This design comes from an exercise in tuning for small area, a short achievable clock period and few clock cycles on the open sky130 flow, not from production work.
The RTL was checked by simulation tests, not by an equivalence proof against the original design.
Power is estimated from default activity; no workload was simulated.

==> inputs of v23 <==
## shtp_rx
module shtp_rx (
    input  wire        clk,
    input  wire        rst,
    input  wire        in_valid,
    input  wire [7:0]  in_data,
    output wire        in_ready,
    output wire        pkt_done,
    input  wire [7:0]  rd_id,
    output reg         rd_valid,
    output reg  [1:0]  rd_acc,
    output reg  [63:0] rd_w,
    output reg  [98:0] rd_conf,
    output wire [5:0]  stat,
    output reg         flag_id,
    output reg  [7:0]  pid_major,
    output reg  [7:0]  pid_minor,
    output reg  [31:0] pid_part,
    output reg  [31:0] pid_build,
    output reg  [15:0] pid_patch,
    output reg         cmdresp_valid,
    output reg  [7:0]  cmdresp_cmd,
    output reg  [7:0]  cmdresp_status,
    output reg         cal_started,
    output reg         dcd_saved
);
clock: 8.0 ns
lec_check: 0
cap_margin: 20
core_margin: 2
core_utilization: 55
place_density: 0.65
setup_slack_margin: 3.6
slew_margin: 20
tns_end_percent: 0
run.sh (not shown) runs the stock make flow with config.mk's settings and CLKGATE_MAP_FILE= SYNTH_SCRIPT=/design/flow/synth_recipe.tcl, a recipe that flattens the netlist after the stock synthesis.
==> inputs of v11, as changes to v23 <==
--- a/flow/design.v
+++ b/flow/design.v
@@ -19,15 +19,15 @@
     output reg  [15:0] pid_patch,
     output reg         cmdresp_valid,
     output reg  [7:0]  cmdresp_cmd,
     output reg  [7:0]  cmdresp_status,
     output reg         cal_started,
     output reg         dcd_saved
 );
-    localparam QN = 53;
+    localparam QN = 46;
     localparam [3:0] S_STEPS = 4'd11, S_STAB = 4'd12, S_SHAKE = 4'd13,
                      S_ACT = 4'd14, S_NONE = 4'd15;
     function [3:0] rt_slot(input [7:0] id);
         case (id)
             8'h01: rt_slot = 4'd0;
             8'h02: rt_slot = 4'd1;
             8'h03: rt_slot = 4'd2;
@@ -59,16 +59,16 @@
             default:                           rt_lm1 = 5'd0;
         endcase
     endfunction
     function is_v4(input [3:0] sl);
         is_v4 = (sl == 4'd4) || (sl == 4'd6) || (sl == 4'd7);
     endfunction
     reg [7:0] q [0:QN-1];
-    reg [5:0] wp, rp, fs;        
-    reg       wph, rph, fsh;     
+    reg [5:0] wp, rp, fs, cp;    
+    reg       wph, rph, fsh, cph;    
     reg [10:0] tok0, tok1;       
     reg [1:0]  tcnt;
     wire tok_full  = tcnt[1];
     wire tok_valid = (tcnt != 2'd0);
     wire q_full = (wp == rp) && (wph != rph);
     localparam [1:0] A_HDR = 2'd0, A_PAY = 2'd1, A_SKIP = 2'd2;
     reg [1:0]  ast;
@@ -79,21 +79,23 @@
     reg        h_zero, h_big, h_err;
     reg [4:0]  ao;               
     reg [4:0]  alm1;             
     reg [3:0]  aslot;
     reg        acmd, apid, agetf;
     reg        afail, afail_tb, afail_ur;
     reg        astop, acmd6, anone;
+    reg        acommit;          
+    reg        adoom;            
     wire a_vec  = !acmd && !apid && !agetf && (aslot < 4'd11);
     wire a_v4   = a_vec && is_v4(aslot);
     reg  a_pat;
     always @(*) begin
         a_pat = 1'b0;
         if (ao == 5'd1)
-            a_pat = 1'b1;
+            a_pat = !a_vec;
         else if (agetf)
             a_pat = 1'b0;
         else if (acmd)
             a_pat = (ao == 5'd2) || (ao == 5'd5);
         else if (apid)
             a_pat = (ao >= 5'd2) && (ao <= 5'd13);
         else if (a_vec)
@@ -101,29 +103,34 @@
         else case (aslot)
             S_STEPS: a_pat = (ao == 5'd8) || (ao == 5'd9);
             S_STAB, S_SHAKE: a_pat = (ao == 5'd4);
             S_ACT:   a_pat = (ao >= 5'd4) && (ao <= 5'd14);
             default: a_pat = 1'b0;
         endcase
     end
-    wire a_live  = (ast == A_PAY) && !afail && !astop && (ao != 5'd0);
+    wire a_live  = (ast == A_PAY) && !afail && !adoom && !astop && (ao != 5'd0);
     wire a_wpush = a_live && a_pat;        
     wire a_ends  = (ast == A_HDR) ? (hcnt == 2'd3 && (h_err || h_zero)) : rem1;
     assign in_ready = !(tok_full && a_ends) && !(q_full && a_wpush);
     wire acc = in_valid && in_ready;
     wire [4:0] id_lm1  = rt_lm1(in_data);
     wire       id_unk  = (id_lm1 == 5'd0);
     wire       id_trn  = !id_unk && (rem[6:0] <= {2'b00, id_lm1});
     wire       a_start = (ast == A_PAY) && !afail && (ao == 5'd0);
     wire       f_ur    = a_start && id_unk;
     wire       f_tb    = a_start && id_trn;
     wire [3:0] in_slot = rt_slot(in_data);
-    wire [7:0] code    = agetf ? {4'b0001, in_slot} : {anone, apid, acmd, 1'b0, aslot};
+    wire [2:0] a_kind  = agetf ? 3'd1 : acmd ? 3'd2 : apid ? 3'd3 : anone ? 3'd4 : 3'd0;
+    wire [7:0] code    = {1'b0, a_kind, agetf ? in_slot : aslot};
+    wire [7:0] vcode   = {2'b10, in_data[1:0], aslot};
     wire       push    = acc && a_wpush;
-    wire [7:0] pdata   = (ao == 5'd1) ? code : in_data;
+    wire [7:0] pdata   = (ao == 5'd1) ? code : (a_vec && ao == 5'd2) ? vcode : in_data;
+    wire       a_last  = a_start && !id_unk && (rem[6:0] == {2'b00, id_lm1} + 7'd1);
+    wire [6:0] a_left  = rem[6:0] - {2'b00, id_lm1} - 7'd1;
+    wire       a_dm    = a_start && !id_unk && !id_trn && (a_left != 7'd0) && (a_left <= 7'd4);
     wire       last_pay = rem1;
     wire       wp_wrap  = (wp == QN - 1);
     wire [6:0] wp_inc   = wp_wrap ? {~wph, 6'd0} : {wph, wp + 6'd1};
     wire [6:0] wp_next  = push ? wp_inc : {wph, wp};
     reg        tpush;
     reg [10:0] tnew;
     always @(*) begin
@@ -147,15 +154,15 @@
                     tnew[3] = 1'b1;
                 end
                 default: ;
             endcase
         end
     end
     wire       b_fin = tok_valid && ({rph, rp} == tok0[10:4]);
-    wire       b_pop = tok_valid && !b_fin;
+    wire       b_pop = !b_fin && ({rph, rp} != {cph, cp});
     reg [7:0]  e;                
     reg        f_v;              
     reg        f_fin;            
     reg [3:0]  f_st;             
     wire       b_go = f_v;
     reg        bdat;             
     reg [3:0]  bidx, blast;
@@ -174,44 +181,44 @@
     reg [1:0]  vacc [0:10];
     reg [15:0] steps_count;
     reg [2:0]  stab_cls;
     reg        shake_det;
     reg [3:0]  act_ml;
     reg [10:0] act_conf [0:8];
     wire [3:0] c_slot = e[3:0];
-    wire       c_cmd  = e[5];
-    wire       c_pid  = e[6];
-    wire       c_getf = e[4];
-    wire       c_none = e[7];
+    wire       c_vec  = e[7];
+    wire       c_getf = !e[7] && e[6:4] == 3'd1;
+    wire       c_cmd  = !e[7] && e[6:4] == 3'd2;
+    wire       c_pid  = !e[7] && e[6:4] == 3'd3;
+    wire       c_none = !e[7] && e[6:4] == 3'd4;
     reg [3:0] c_last;
     always @(*) begin
         if (c_cmd)                c_last = 4'd1;
         else if (c_pid)           c_last = 4'd11;
-        else if (c_slot < 4'd11)  c_last = is_v4(c_slot) ? 4'd8 : 4'd6;
+        else if (c_vec)           c_last = is_v4(c_slot) ? 4'd7 : 4'd5;
         else case (c_slot)
             S_STEPS: c_last = 4'd1;
             S_ACT:   c_last = 4'd10;
             default: c_last = 4'd0;
         endcase
     end
     wire       b_code = b_go && !bdat;
     wire       b_data = b_go && bdat;
     wire       zero   = b_code && c_getf;
-    wire [3:0] wslot  = bdat ? bslot : c_slot;
     wire       b_vec  = !bcmd && !bpid && (bslot < 4'd11);
     wire [10:0] conf_new = page10 + {3'b000, e};
-    wire [3:0] vidx   = bidx - 4'd1;    
     integer i;
     always @(posedge clk) begin
         if (rst) begin
             ast    <= A_HDR;
             hcnt   <= 2'd0;
             wp     <= 6'd0;  wph <= 1'b0;
             rp     <= 6'd0;  rph <= 1'b0;
             fs     <= 6'd0;  fsh <= 1'b0;
+            cp     <= 6'd0;  cph <= 1'b0;
             tcnt   <= 2'd0;
             bdat   <= 1'b0;
             f_v    <= 1'b0;
             f_fin  <= 1'b0;
             st_mh  <= 1'b0;
             st_tb  <= 1'b0;
             st_urid <= 1'b0;
@@ -243,14 +250,16 @@
                                 ao    <= 5'd0;
                                 fs    <= wp;
                                 fsh   <= wph;
                                 afail <= 1'b0;
                                 afail_tb <= 1'b0;
                                 afail_ur <= 1'b0;
                                 astop <= 1'b0;
+                                acommit <= 1'b0;
+                                adoom <= 1'b0;
                             end
                         endcase
                     end
                     A_PAY: begin
                         rem  <= rem - 15'd1;
                         rem1 <= (rem == 15'd2);
                         if (last_pay)
@@ -276,14 +285,25 @@
                                 acmd6 <= (in_data == 8'h06);
                             if (acmd && ao == 5'd5 && acmd6 && in_data != 8'h00)
                                 astop <= 1'b1;
                         end
                         if (push) begin
                             q[wp] <= pdata;
                             {wph, wp} <= wp_inc;
+                            if (acommit)
+                                {cph, cp} <= wp_inc;
+                        end
+                        if (a_last) begin
+                            acommit <= 1'b1;
+                            {cph, cp} <= {wph, wp};
+                        end
+                        if (a_dm) begin
+                            adoom <= 1'b1;
+                            wp  <= fs;
+                            wph <= fsh;
                         end
                     end
                     A_SKIP: begin
                         rem  <= rem - 15'd1;
                         rem1 <= (rem == 15'd2);
                         if (last_pay)
                             ast <= A_HDR;
@@ -328,15 +348,15 @@
                 bdat  <= !c_getf && !c_none;
                 if (c_none || (c_getf && c_slot == S_NONE))
                     st_urid <= 1'b1;
                 if (c_cmd)
                     cmdresp_valid <= 1'b1;
                 else if (c_pid)
                     flag_id <= 1'b1;
-                else if (!c_none && c_slot != S_NONE && (c_getf || (c_slot != S_STAB && c_slot != S_ACT)))
+                else if (!c_none && c_slot != S_NONE && (c_getf || c_vec || (c_slot != S_STAB && c_slot != S_ACT)))
                     lr_valid[c_slot] <= 1'b1;
             end
             if (b_data) begin
                 bidx <= bidx + 4'd1;
                 if (bidx == blast)
                     bdat <= 1'b0;
                 if (bcmd) begin
@@ -392,36 +412,37 @@
         f_st <= tok0[3:0];
         for (i = 0; i < 11; i = i + 1) begin
             if (zero && c_slot == i) begin   
                 vacc[i] <= 2'b00;
                 vw0[i]  <= 16'h0000;
                 vw1[i]  <= 16'h0000;
                 vw2[i]  <= 16'h0000;
+            end else if (b_code && c_vec && c_slot == i) begin
+                vacc[i] <= e[5:4];
             end else if (b_data && b_vec && bslot == i) begin
                 case (bidx)
-                    4'd0: vacc[i] <= e[1:0];
-                    4'd1: vw0[i][7:0]  <= e;
-                    4'd2: vw0[i][15:8] <= e;
-                    4'd3: vw1[i][7:0]  <= e;
-                    4'd4: vw1[i][15:8] <= e;
-                    4'd5: vw2[i][7:0]  <= e;
-                    4'd6: vw2[i][15:8] <= e;
+                    4'd0: vw0[i][7:0]  <= e;
+                    4'd1: vw0[i][15:8] <= e;
+                    4'd2: vw1[i][7:0]  <= e;
+                    4'd3: vw1[i][15:8] <= e;
+                    4'd4: vw2[i][7:0]  <= e;
+                    4'd5: vw2[i][15:8] <= e;
                     default: ;
                 endcase
             end
         end
         if (zero && c_slot == 4'd4) vw3[0] <= 16'h0000;
-        else if (b_data && b_vec && bslot == 4'd4 && bidx == 4'd7) vw3[0][7:0]  <= e;
-        else if (b_data && b_vec && bslot == 4'd4 && bidx == 4'd8) vw3[0][15:8] <= e;
+        else if (b_data && b_vec && bslot == 4'd4 && bidx == 4'd6) vw3[0][7:0]  <= e;
+        else if (b_data && b_vec && bslot == 4'd4 && bidx == 4'd7) vw3[0][15:8] <= e;
         if (zero && c_slot == 4'd6) vw3[1] <= 16'h0000;
-        else if (b_data && b_vec && bslot == 4'd6 && bidx == 4'd7) vw3[1][7:0]  <= e;
-        else if (b_data && b_vec && bslot == 4'd6 && bidx == 4'd8) vw3[1][15:8] <= e;
+        else if (b_data && b_vec && bslot == 4'd6 && bidx == 4'd6) vw3[1][7:0]  <= e;
+        else if (b_data && b_vec && bslot == 4'd6 && bidx == 4'd7) vw3[1][15:8] <= e;
         if (zero && c_slot == 4'd7) vw3[2] <= 16'h0000;
-        else if (b_data && b_vec && bslot == 4'd7 && bidx == 4'd7) vw3[2][7:0]  <= e;
-        else if (b_data && b_vec && bslot == 4'd7 && bidx == 4'd8) vw3[2][15:8] <= e;
+        else if (b_data && b_vec && bslot == 4'd7 && bidx == 4'd6) vw3[2][7:0]  <= e;
+        else if (b_data && b_vec && bslot == 4'd7 && bidx == 4'd7) vw3[2][15:8] <= e;
         if (zero && c_slot == S_STEPS) steps_count <= 16'h0000;
         else if (b_data && !bcmd && !bpid && bslot == S_STEPS) begin
             if (bidx == 4'd0) steps_count[7:0]  <= e;
             else              steps_count[15:8] <= e;
         end
         if (zero && c_slot == S_STAB) stab_cls <= 3'd0;
         if (zero && c_slot == S_SHAKE) shake_det <= 1'b0;
Settings changed: CORE_UTILIZATION 55 to 62, CTS_BUF_LIST from default to sky130_fd_sc_hd__clkbuf_8, CTS_CLUSTER_DIAMETER from default to 50, CTS_CLUSTER_SIZE from default to 24, PLACE_DENSITY 0.65 to 0.7.
==> inputs of v24, as changes to v23 <==
Settings changed: CORE_UTILIZATION 55 to 40, PLACE_DENSITY 0.65 to 0.55, TNS_END_PERCENT 0 to default.
==> run notes <==
| metric | v24 | v11 | v23 |
|---|---|---|---|
| CP bufs+invs | 7 | 5 | 6 |
| Number of antenna repair diodes | 1 | 4 | 3 |
| Total Nets Final | 5,970 | 5,760 | 5,796 |
| Core Area | 0.147 sq mm | 0.0919 sq mm | 0.107 sq mm |
| Multi-input combinational cell count | 3,566 | 3,612 | 3,563 |
| Share of the core filled with cells | 0.504 | 0.721 | 0.653 |
| Result of the run | complete, no violations | complete, no violations | complete, no violations |
| Drt first pass iters | 9 | 14 | 9 |
| Number of antenna violations at the first check in global routing | 4 | 8 | 8 |
| Critical register-to-register path startpoint | aslot[3] | acmd | aslot[3] |
| Post-layout minimum cycle time | 5290 ps | 5400 ps | 5380 ps |
| Largest net degree at the start of global routing | 91 | 91 | 100 |
| Layout Area Growth over Synthesis | 25.5% | 15.0% | 18.0% |
| Seq pwr share | 0.501 | 0.533 | 0.509 |
| Highest clock frequency the design can meet | 0.189 GHz | 0.185 GHz | 0.186 GHz |
| Number of clock buffers in the layout | 221 | 151 | 218 |
| Buffering overhead | 0.102 | 0.0735 | 0.0719 |
| Initial Util | 0.402 | 0.627 | 0.554 |
| Total length of routed met3 wires | 22,200 microns | 17,400 microns | 16,600 microns |
| Detailed-routing wirelength on met1 | 90,400 microns | 68,300 microns | 73,200 microns |
| CP arrival | 3690 ps | 3800 ps | 3780 ps |
Testbench counts of v23, summed over its fixed seeds: cycles 55,125.
Testbench counts of v11, summed over its fixed seeds: cycles 54,952.
Testbench counts of v24, summed over its fixed seeds: cycles 55,125.

[separate check: timing with driven ports]
The results above use ideal ports. As a check the final layouts listed here were re-extracted and re-timed, cells and wires unchanged. Step 1: set_driving_cell puts a clkbuf_16 on clk and a buf_2 on each other input, an assumption about the parent block. Step 2 times the ports against the registers' clock, not the clock port: input delays grow and output delays shrink by t, the midpoint of the rising clock arrivals with the driver on. a / b / c = ideal ports / drivers / drivers and shift; a / b = the first two.
run	t (ns)	setup slack, ns	worst data-port slew with drivers (ns)
v23	0.839	2.624 / 2.557 / 2.289	0.12
v11	0.903	2.604 / 2.568 / 2.065	0.11
v24	0.880	2.708 / 2.665 / 2.665	0.13
After both steps every run listed still meets setup and hold. For v11, which loses most, drivers alone change the setup slack by -0.036 ns; drivers and shift together by -0.539 ns.
